Source: an optimization exercise on an open RTL-to-GDS flow (aim: small area). Production flows keep margins and buffers that such runs may drop.
RTL that was checked went through simulation tests only; none was proved equivalent to the original.
Power and IR drop assume default switching activity.

==> exp/sierra <==
==> flow/design.v <==
module byte_escape_encoder (
    input  wire [7:0] v,
    input  wire       code,
    output wire [7:0] out,
    output wire       two
);
    assign two = (v[7:2] == 6'b011111) & (v[1] | v[0]);
    assign out = code ? (v[1] ? {7'b0011000, v[0]} : 8'h2F)
                      : (two ? 8'h7F : v);
endmodule
module byte_escape_decoder (
    input  wire       esc,
    input  wire [7:0] b,
    output wire       esc_next,
    output wire       out_valid,
    output wire [7:0] out_value
);
    wire hi7 = (b[7:2] == 6'b011111);
    assign esc_next  = ~esc & hi7 & b[1] & b[0];
    assign out_valid = esc ? ((b == 8'h2F) | (b[7:1] == 7'b0011000))
                           : ~(hi7 & b[0]);
    assign out_value = esc ? {6'b011111, ~b[1], b[1] | b[0]} : b;
endmodule
module frame_sync_detector (
    input  wire [7:0] rx_data,
    output wire       is_sync,
    output wire       is_cmd
);
    assign is_sync = (rx_data == 8'h7E);
    assign is_cmd  = (rx_data == 8'h80);
endmodule
module renard_framer (
    input  wire [1:0] ph,
    input  wire [7:0] buf_rdata,
    output wire [7:0] tx_data,
    output wire       item_two
);
    wire [7:0] enc;
    byte_escape_encoder u_enc (
        .v    (buf_rdata),
        .code (ph[0]),
        .out  (enc),
        .two  (item_two)
    );
    assign tx_data = ph[1] ? enc : (ph[0] ? 8'h80 : 8'h7E);
endmodule
module renard_codec (
    input  wire        clk,
    input  wire        rst,
    input  wire [31:0] cfg_rate,
    input  wire        cmd_valid,
    output wire        cmd_ready,
    input  wire [1:0]  cmd_op,
    input  wire [9:0]  cmd_n,
    output wire        busy,
    output reg         done,
    output reg  [1:0]  status,
    output wire [9:0]  buf_addr,
    output wire        buf_we,
    output wire [7:0]  buf_wdata,
    input  wire [7:0]  buf_rdata,
    output wire        tx_valid,
    output wire [7:0]  tx_data,
    input  wire        tx_ready,
    input  wire        rx_valid,
    input  wire [7:0]  rx_data,
    output wire        rx_ready,
    output wire        open_valid,
    output wire [31:0] open_rate,
    input  wire        open_ready
);
    localparam [3:0] IDLE    = 4'b0000,
                     I_FILL  = 4'b0001,
                     I_OPEN  = 4'b0010,
                     W_SYNC  = 4'b0100,
                     W_CMD   = 4'b0101,
                     W_DATA  = 4'b0110,
                     W_CODE  = 4'b0111,
                     R_HUNT  = 4'b1000,
                     R_AWAIT = 4'b1001,
                     R_DATA  = 4'b1010,
                     R_ESC   = 4'b1011;    
    localparam [1:0] ST_OK = 2'd0, ST_FRAMING = 2'd1, ST_INVALID = 2'd2, ST_ILLEGAL = 2'd3;
    reg [3:0]  phase;
    reg [8:0]  idx;       
    reg [9:0]  N;         
    reg        bound;     
    reg [31:0] rate;
    wire idle    = (phase == IDLE);
    wire in_fill = (phase == I_FILL);
    wire in_open = (phase == I_OPEN);
    wire in_w    = ~phase[3] & phase[2];
    wire in_r    =  phase[3];
    wire in_data =  phase[3] & phase[1];
    wire esc     =  phase[0];
    wire [9:0] idx_inc = {1'b0, idx} + 10'd1;
    wire       last    = (idx_inc == N);
    wire       n_zero  = (N == 10'd0);
    wire item_two;
    renard_framer u_framer (
        .ph        (phase[1:0]),
        .buf_rdata (buf_rdata),
        .tx_data   (tx_data),
        .item_two  (item_two)
    );
    wire is_sync, is_cmd;
    frame_sync_detector u_fsd (
        .rx_data (rx_data),
        .is_sync (is_sync),
        .is_cmd  (is_cmd)
    );
    wire       dec_esc_next;
    wire       dec_out_valid;
    wire [7:0] dec_out_value;
    byte_escape_decoder u_dec (
        .esc       (esc),
        .b         (rx_data),
        .esc_next  (dec_esc_next),
        .out_valid (dec_out_valid),
        .out_value (dec_out_value)
    );
    wire store = in_data & rx_valid & dec_out_valid;
    assign cmd_ready  = idle;
    assign busy       = ~idle;
    assign buf_addr   = {1'b0, idx};
    assign buf_we     = ~rst & (in_fill | store);
    assign buf_wdata  = in_fill ? 8'h00 : dec_out_value;
    assign tx_valid   = ~rst & in_w;
    assign rx_ready   = ~rst & in_r;
    assign open_valid = ~rst & in_open;
    assign open_rate  = rate;
    reg [3:0] phase_n;
    reg       fin;        
    reg [1:0] fin_st;
    reg       step;       
    always @(*) begin
        phase_n = phase;
        fin     = 1'b0;
        fin_st  = ST_OK;
        step    = 1'b0;
        case (phase)
            IDLE: begin
                if (cmd_valid) begin
                    fin    = 1'b1;
                    fin_st = ST_ILLEGAL;
                    case (cmd_op)
                        2'd0: begin
                            if (!bound) begin
                                if (cmd_n[9] & (|cmd_n[8:0])) begin
                                    fin_st = ST_INVALID;
                                end else begin
                                    fin     = 1'b0;
                                    phase_n = (cmd_n == 10'd0) ? I_OPEN : I_FILL;
                                end
                            end
                        end
                        2'd1: if (bound) begin fin = 1'b0; phase_n = W_SYNC; end
                        2'd2: if (bound) begin fin = 1'b0; phase_n = R_HUNT; end
                        default: ;
                    endcase
                end
            end
            I_FILL: begin
                step = 1'b1;
                if (last) phase_n = I_OPEN;
            end
            I_OPEN: begin
                if (open_ready) begin
                    fin     = 1'b1;
                    phase_n = IDLE;
                end
            end
            W_SYNC: if (tx_ready) phase_n = W_CMD;
            W_CMD: begin
                if (tx_ready) begin
                    if (n_zero) begin
                        fin     = 1'b1;
                        phase_n = IDLE;
                    end else begin
                        phase_n = W_DATA;
                    end
                end
            end
            W_DATA, W_CODE: begin
                if (tx_ready) begin
                    if (item_two & ~phase[0]) begin
                        phase_n = W_CODE;
                    end else begin
                        step = 1'b1;
                        if (last) begin
                            fin     = 1'b1;
                            phase_n = IDLE;
                        end else begin
                            phase_n = W_DATA;
                        end
                    end
                end
            end
            R_HUNT: if (rx_valid & is_sync) phase_n = R_AWAIT;
            R_AWAIT: begin
                if (rx_valid) begin
                    if (!is_cmd) begin
                        fin     = 1'b1;
                        fin_st  = ST_FRAMING;
                        phase_n = IDLE;
                    end else if (n_zero) begin
                        fin     = 1'b1;
                        phase_n = IDLE;
                    end else begin
                        phase_n = R_DATA;
                    end
                end
            end
            R_DATA, R_ESC: begin
                if (rx_valid) begin
                    phase_n = {3'b101, dec_esc_next};
                    if (dec_out_valid) begin
                        step = 1'b1;
                        if (last) begin
                            fin     = 1'b1;
                            phase_n = IDLE;
                        end
                    end
                end
            end
            default: phase_n = IDLE;
        endcase
    end
    always @(posedge clk) begin
        if (rst) begin
            phase  <= IDLE;
            bound  <= 1'b0;
            status <= ST_OK;
            done   <= 1'b0;
        end else begin
            phase <= phase_n;
            done  <= fin;
            if (fin)
                status <= fin_st;
            if (idle & cmd_valid & (cmd_op == 2'd0) & ~(cmd_n[9] & (|cmd_n[8:0])))
                bound <= 1'b1;
        end
    end
    always @(posedge clk) begin
        if (idle)
            idx <= 9'd0;
        else if (step)
            idx <= idx_inc[8:0];
        if (!bound)
            N <= cmd_n;
        if (rst)
            rate <= cfg_rate;
    end
endmodule
==> flow/flow/run.sh <==
#!/bin/bash
set -euo pipefail
export BUFFER_PORTS_ARGS="-buffer_cell sky130_fd_sc_hd__buf_1"
export CTS_ARGS="-sink_clustering_enable -repair_clock_nets -dont_use_dummy_load -sink_clustering_size 64 -sink_clustering_max_diameter 400 -buf_list sky130_fd_sc_hd__clkbuf_8 -root_buf sky130_fd_sc_hd__clkbuf_8"
bash standard.sh > standard.log 2>&1
==> flow/standard.sh <==
#!/bin/bash
# synth_recipe.tcl (not shown) runs the flow's synth.tcl, then flattens the netlist and writes it again
# the make line also repeats each setting of config.mk as NAME=value (left out here)
make -C /OpenROAD-flow-scripts/flow DESIGN_CONFIG=/design/flow/config.mk WORK_HOME=/design/flow/orfs CLKGATE_MAP_FILE= SYNTH_SCRIPT=/design/flow/synth_recipe.tcl "${@:-finish}"
==> flow/config.mk <==
export PLATFORM = sky130hd
export DESIGN_NAME = renard_codec
export DESIGN_NICKNAME = renard_codec
export VERILOG_FILES = /design/flow/design.v
export SDC_FILE = /design/flow/constraint.sdc
export NUM_CORES = 4
export LEC_CHECK = 0
export CAP_MARGIN = 20
export CORE_MARGIN = 2
export CORE_UTILIZATION = 40
export PLACE_DENSITY = 0.6
export SLEW_MARGIN = 20
==> flow/constraint.sdc <==
create_clock -name core_clock -period 8.0 [get_ports {clk}]
set_input_delay 1.6000 -clock core_clock [delete_from_list [all_inputs] [get_ports {clk}]]
set_output_delay 1.6000 -clock core_clock [all_outputs]
set_load 0.01 [all_outputs]
==> exp/yarrow (differences from exp/sierra) <==
==> flow/run.sh (new file) <==
#!/bin/bash
# synth_recipe.tcl (not shown) runs the flow's synth.tcl, then flattens the netlist and writes it again
# the make line also repeats each setting of config.mk as NAME=value (left out here)
make -C /OpenROAD-flow-scripts/flow DESIGN_CONFIG=/design/flow/config.mk WORK_HOME=/design/flow/orfs CLKGATE_MAP_FILE= SYNTH_SCRIPT=/design/flow/synth_recipe.tcl finish
removed: flow/flow/run.sh
removed: flow/standard.sh
==> exp/amber (differences from exp/sierra) <==
==> flow/design.v, changed modules only <==
module byte_escape_encoder (
    input  wire [7:0] v,
    input  wire       code,
    output wire [7:0] out,
    output wire       two
);
    wire hi = (v[7:2] == 6'b011111);
    assign two = hi & (v[1] | v[0]);
    wire [7:0] first = {v[7:2], v[1] | (hi & v[0]), v[0] | (hi & v[1])};
    wire [7:0] second = {3'b001, v[1], ~v[1], ~v[1], ~v[1], v[0]};
    assign out = code ? second : first;
endmodule
module byte_escape_decoder (
    input  wire       esc,
    input  wire [7:0] b,
    output wire       esc_next,
    output wire       out_valid,
    output wire [7:0] out_value
);
    wire hi = (b[7:2] == 6'b011111);
    assign esc_next  = ~esc & hi & b[1] & b[0];
    assign out_valid = esc ? ((b == 8'h2F) | (b[7:1] == 7'b0011000))
                           : ~(hi & b[0]);
    assign out_value = esc ? {6'b011111, b[4], b[0]} : b;
endmodule
module renard_codec (
    input  wire        clk,
    input  wire        rst,
    input  wire [31:0] cfg_rate,
    input  wire        cmd_valid,
    output wire        cmd_ready,
    input  wire [1:0]  cmd_op,
    input  wire [9:0]  cmd_n,
    output wire        busy,
    output wire        done,
    output reg  [1:0]  status,
    output wire [9:0]  buf_addr,
    output wire        buf_we,
    output wire [7:0]  buf_wdata,
    input  wire [7:0]  buf_rdata,
    output wire        tx_valid,
    output wire [7:0]  tx_data,
    input  wire        tx_ready,
    input  wire        rx_valid,
    input  wire [7:0]  rx_data,
    output wire        rx_ready,
    output wire        open_valid,
    output wire [31:0] open_rate,
    input  wire        open_ready
);
    localparam [3:0] IDLE    = 4'b0000,
                     IDLE_D  = 4'b0001,    
                     W_SYNC  = 4'b0100,
                     W_CMD   = 4'b0101,
                     W_DATA  = 4'b0110,
                     W_CODE  = 4'b0111,
                     R_HUNT  = 4'b1000,
                     R_AWAIT = 4'b1001,
                     R_DATA  = 4'b1010,
                     R_ESC   = 4'b1011,    
                     I_FILL  = 4'b1100,
                     I_OPEN  = 4'b1101;
    localparam [1:0] ST_OK = 2'd0, ST_FRAMING = 2'd1, ST_INVALID = 2'd2, ST_ILLEGAL = 2'd3;
    reg [3:0]  phase;
    reg [8:0]  idx;       
    reg [9:0]  N;         
    reg        bound;     
    reg [31:0] rate;
    wire idle    = ~phase[3] & ~phase[2];
    wire in_w    = ~phase[3] &  phase[2];
    wire in_r    =  phase[3] & ~phase[2];
    wire in_i    =  phase[3] &  phase[2];
    wire in_fill =  in_i & ~phase[0];
    wire in_open =  in_i &  phase[0];
    wire in_data =  in_r &  phase[1];
    wire esc     =  phase[0];
    reg        step;      
    wire [9:0] idx_sum = {1'b0, idx} + {9'd0, step};
    wire       eq      = (idx_sum == N);
    wire       last    = eq;
    wire       n_zero  = eq;
    wire item_two;
    renard_framer u_framer (
        .ph        (phase[1:0]),
        .buf_rdata (buf_rdata),
        .tx_data   (tx_data),
        .item_two  (item_two)
    );
    wire is_sync, is_cmd;
    frame_sync_detector u_fsd (
        .rx_data (rx_data),
        .is_sync (is_sync),
        .is_cmd  (is_cmd)
    );
    wire       dec_esc_next;
    wire       dec_out_valid;
    wire [7:0] dec_out_value;
    byte_escape_decoder u_dec (
        .esc       (esc),
        .b         (rx_data),
        .esc_next  (dec_esc_next),
        .out_valid (dec_out_valid),
        .out_value (dec_out_value)
    );
    wire store = in_data & rx_valid & dec_out_valid;
    assign cmd_ready  = idle;
    assign busy       = ~idle;
    assign done       = idle & phase[0];
    assign buf_addr   = {1'b0, idx};
    assign buf_we     = ~rst & (in_fill | store);
    assign buf_wdata  = in_r ? dec_out_value : 8'h00;   
    assign tx_valid   = ~rst & in_w;
    assign rx_ready   = ~rst & in_r;
    assign open_valid = ~rst & in_open;
    assign open_rate  = rate;
    wire n_bad = cmd_n[9] & (|cmd_n[8:0]);    
    reg [3:0] phase_n;
    reg [1:0] fin_st;     
    always @(*) begin
        phase_n = phase;
        fin_st  = ST_OK;
        step    = 1'b0;
        casez (phase)
            4'b00??: begin    
                phase_n = IDLE;
                if (cmd_valid) begin
                    phase_n = IDLE_D;
                    fin_st  = ST_ILLEGAL;
                    case (cmd_op)
                        2'd0: begin
                            if (!bound) begin
                                if (n_bad)
                                    fin_st = ST_INVALID;
                                else
                                    phase_n = (cmd_n == 10'd0) ? I_OPEN : I_FILL;
                            end
                        end
                        2'd1: if (bound) phase_n = W_SYNC;
                        2'd2: if (bound) phase_n = R_HUNT;
                        default: ;
                    endcase
                end
            end
            4'b11?0: begin    
                step = 1'b1;
                if (last) phase_n = I_OPEN;
            end
            4'b11?1: begin    
                if (open_ready) phase_n = IDLE_D;
            end
            W_SYNC: if (tx_ready) phase_n = W_CMD;
            W_CMD:  if (tx_ready) phase_n = n_zero ? IDLE_D : W_DATA;
            W_DATA, W_CODE: begin
                if (tx_ready) begin
                    if (item_two & ~phase[0]) begin
                        phase_n = W_CODE;
                    end else begin
                        step    = 1'b1;
                        phase_n = last ? IDLE_D : W_DATA;
                    end
                end
            end
            R_HUNT: if (rx_valid & is_sync) phase_n = R_AWAIT;
            R_AWAIT: begin
                if (rx_valid) begin
                    if (!is_cmd)
                        fin_st = ST_FRAMING;
                    phase_n = (!is_cmd | n_zero) ? IDLE_D : R_DATA;
                end
            end
            default: begin    
                if (rx_valid) begin
                    phase_n = {3'b101, dec_esc_next};
                    if (dec_out_valid) begin
                        step = 1'b1;
                        if (last) phase_n = IDLE_D;
                    end
                end
            end
        endcase
    end
    always @(posedge clk) begin
        if (rst) begin
            phase  <= IDLE;
            bound  <= 1'b0;
            status <= ST_OK;
        end else begin
            phase <= phase_n;
            if (phase_n == IDLE_D)
                status <= fin_st;
            if (idle & cmd_valid & (cmd_op == 2'd0) & ~n_bad)
                bound <= 1'b1;
        end
    end
    always @(posedge clk) begin
        idx <= idle ? 9'd0 : idx_sum[8:0];
        if (!bound)
            N <= cmd_n;
        if (rst)
            rate <= cfg_rate;
    end
endmodule
==> flow/flow/run.sh (replaced) <==
#!/bin/bash
# Standard ORFS layout with minimum-size port buffers and a lighter clock tree.
set -euo pipefail
export BUFFER_PORTS_ARGS="-buffer_cell sky130_fd_sc_hd__buf_1"
export CTS_ARGS="-sink_clustering_enable -repair_clock_nets -dont_use_dummy_load"
bash standard.sh > standard.log 2>&1
==> key figures <==
Status
  – Status: no timing/DRC/antenna violations

Placed design
  – Placed wire-length estimate: between 5000 and 6000 um

Critical path
  – Crit-path max FO: 7
  – R2R Path End: status[0]$_SDFFE_PP0N_
  – Critical path type: in -> reg
  – WP data arrival: 4.96 ns

Final layout
  – Layout cells sized above 1: 0.0673

Floorplanning
  – Die Span Y: ~90 um
  – Tap Cells: between 90 and 100

GRT
  – Via count of the first global-routing pass: roughly 2300
  – First-pass GRT wire length: 11600 um

Pwr
  – Cell Pwr Density: between 150 and 200 nW/um^2

Yosys
  – Distinct cells, synth: 64
  – Compound-gate portion of the synthesized area: 0.133
Source of the figures above: exp/amber

==> key figures <==
Pwr
  – Cell Pwr Density: 234 nW/um^2
  – Clk. pwr: 0.000195 W

Critical path
  – Stages on the worst setup path: 8
  – Critical path type: in -> out
  – R2R Path End: phase[2]$_SDFFE_PP0P_
  – WP data arrival: about 3.2 ns

Floorplanning
  – Tap Cells: just over 100

Yosys
  – Compound-gate portion of the synthesized area: 0.159
  – Distinct cells, synth: a little under 60

Placed design
  – Post-Place Worst Slack: around 3.3 ns
  – Placed wire-length estimate: 5940 um

GRT
  – Tot GR Track Use: 0.184
  – First-pass GRT wire length: 12500 um
  – Via count of the first global-routing pass: roughly 2700

Drt
  – Initial DRC Count: between 150 and 200

Final layout
  – Layout cells sized above 1: 0.0343

Status
  – Status: no timing/DRC/antenna violations
Source of the figures above: exp/sierra

==> key figures <==
Placed design
  – Placed wire-length estimate: 6520 um

Critical path
  – Crit-path max FO: 4
  – R2R Path End: phase[2]$_SDFFE_PP0P_
  – WP data arrival: around 4 ns
  – Critical path type: in -> out

Status
  – Status: no timing/DRC/antenna violations

Yosys
  – Compound-gate portion of the synthesized area: 0.159

Floorplanning
  – Tap Cells: a little over 100

GRT
  – First-pass GRT wire length: around 13000 um

Final layout
  – Layout cells sized above 1: 0.0450

Pwr
  – Cell Pwr Density: about 240 nW/um^2
Source of the figures above: exp/yarrow

Function not checked in exp/amber: the RTL went through the layout flow alone.

[port drivers added, routing unchanged]
How much do the figures lean on ideal ports? The routed layouts below were timed once more, with nothing changed but the port constraints. Step 1: set_driving_cell puts a clkbuf_16 on clk and a buf_2 on each other input, an assumption about the parent block. Step 2 times the ports against the registers' clock, not the clock port: input delays grow and output delays shrink by t, the midpoint of the rising clock arrivals with the driver on. Three values: ideal ports, drivers, drivers and shift; two values: the first two.
run	t, ns	setup slack, ns	worst setup path at the end	worst data-port slew with drivers (ns)
exp/sierra	0.340	3.250 / 3.223 / 3.223	input to output	0.04
exp/yarrow	0.350	2.498 / 2.463 / 2.463	input to output	0.05
exp/amber	0.350	3.268 / 3.271 / 2.921	input to register	0.05
After both steps setup and hold are still met in every run listed. The setup slack of exp/amber, which loses most, moves by +0.003 ns with the drivers and by -0.347 ns with both steps.
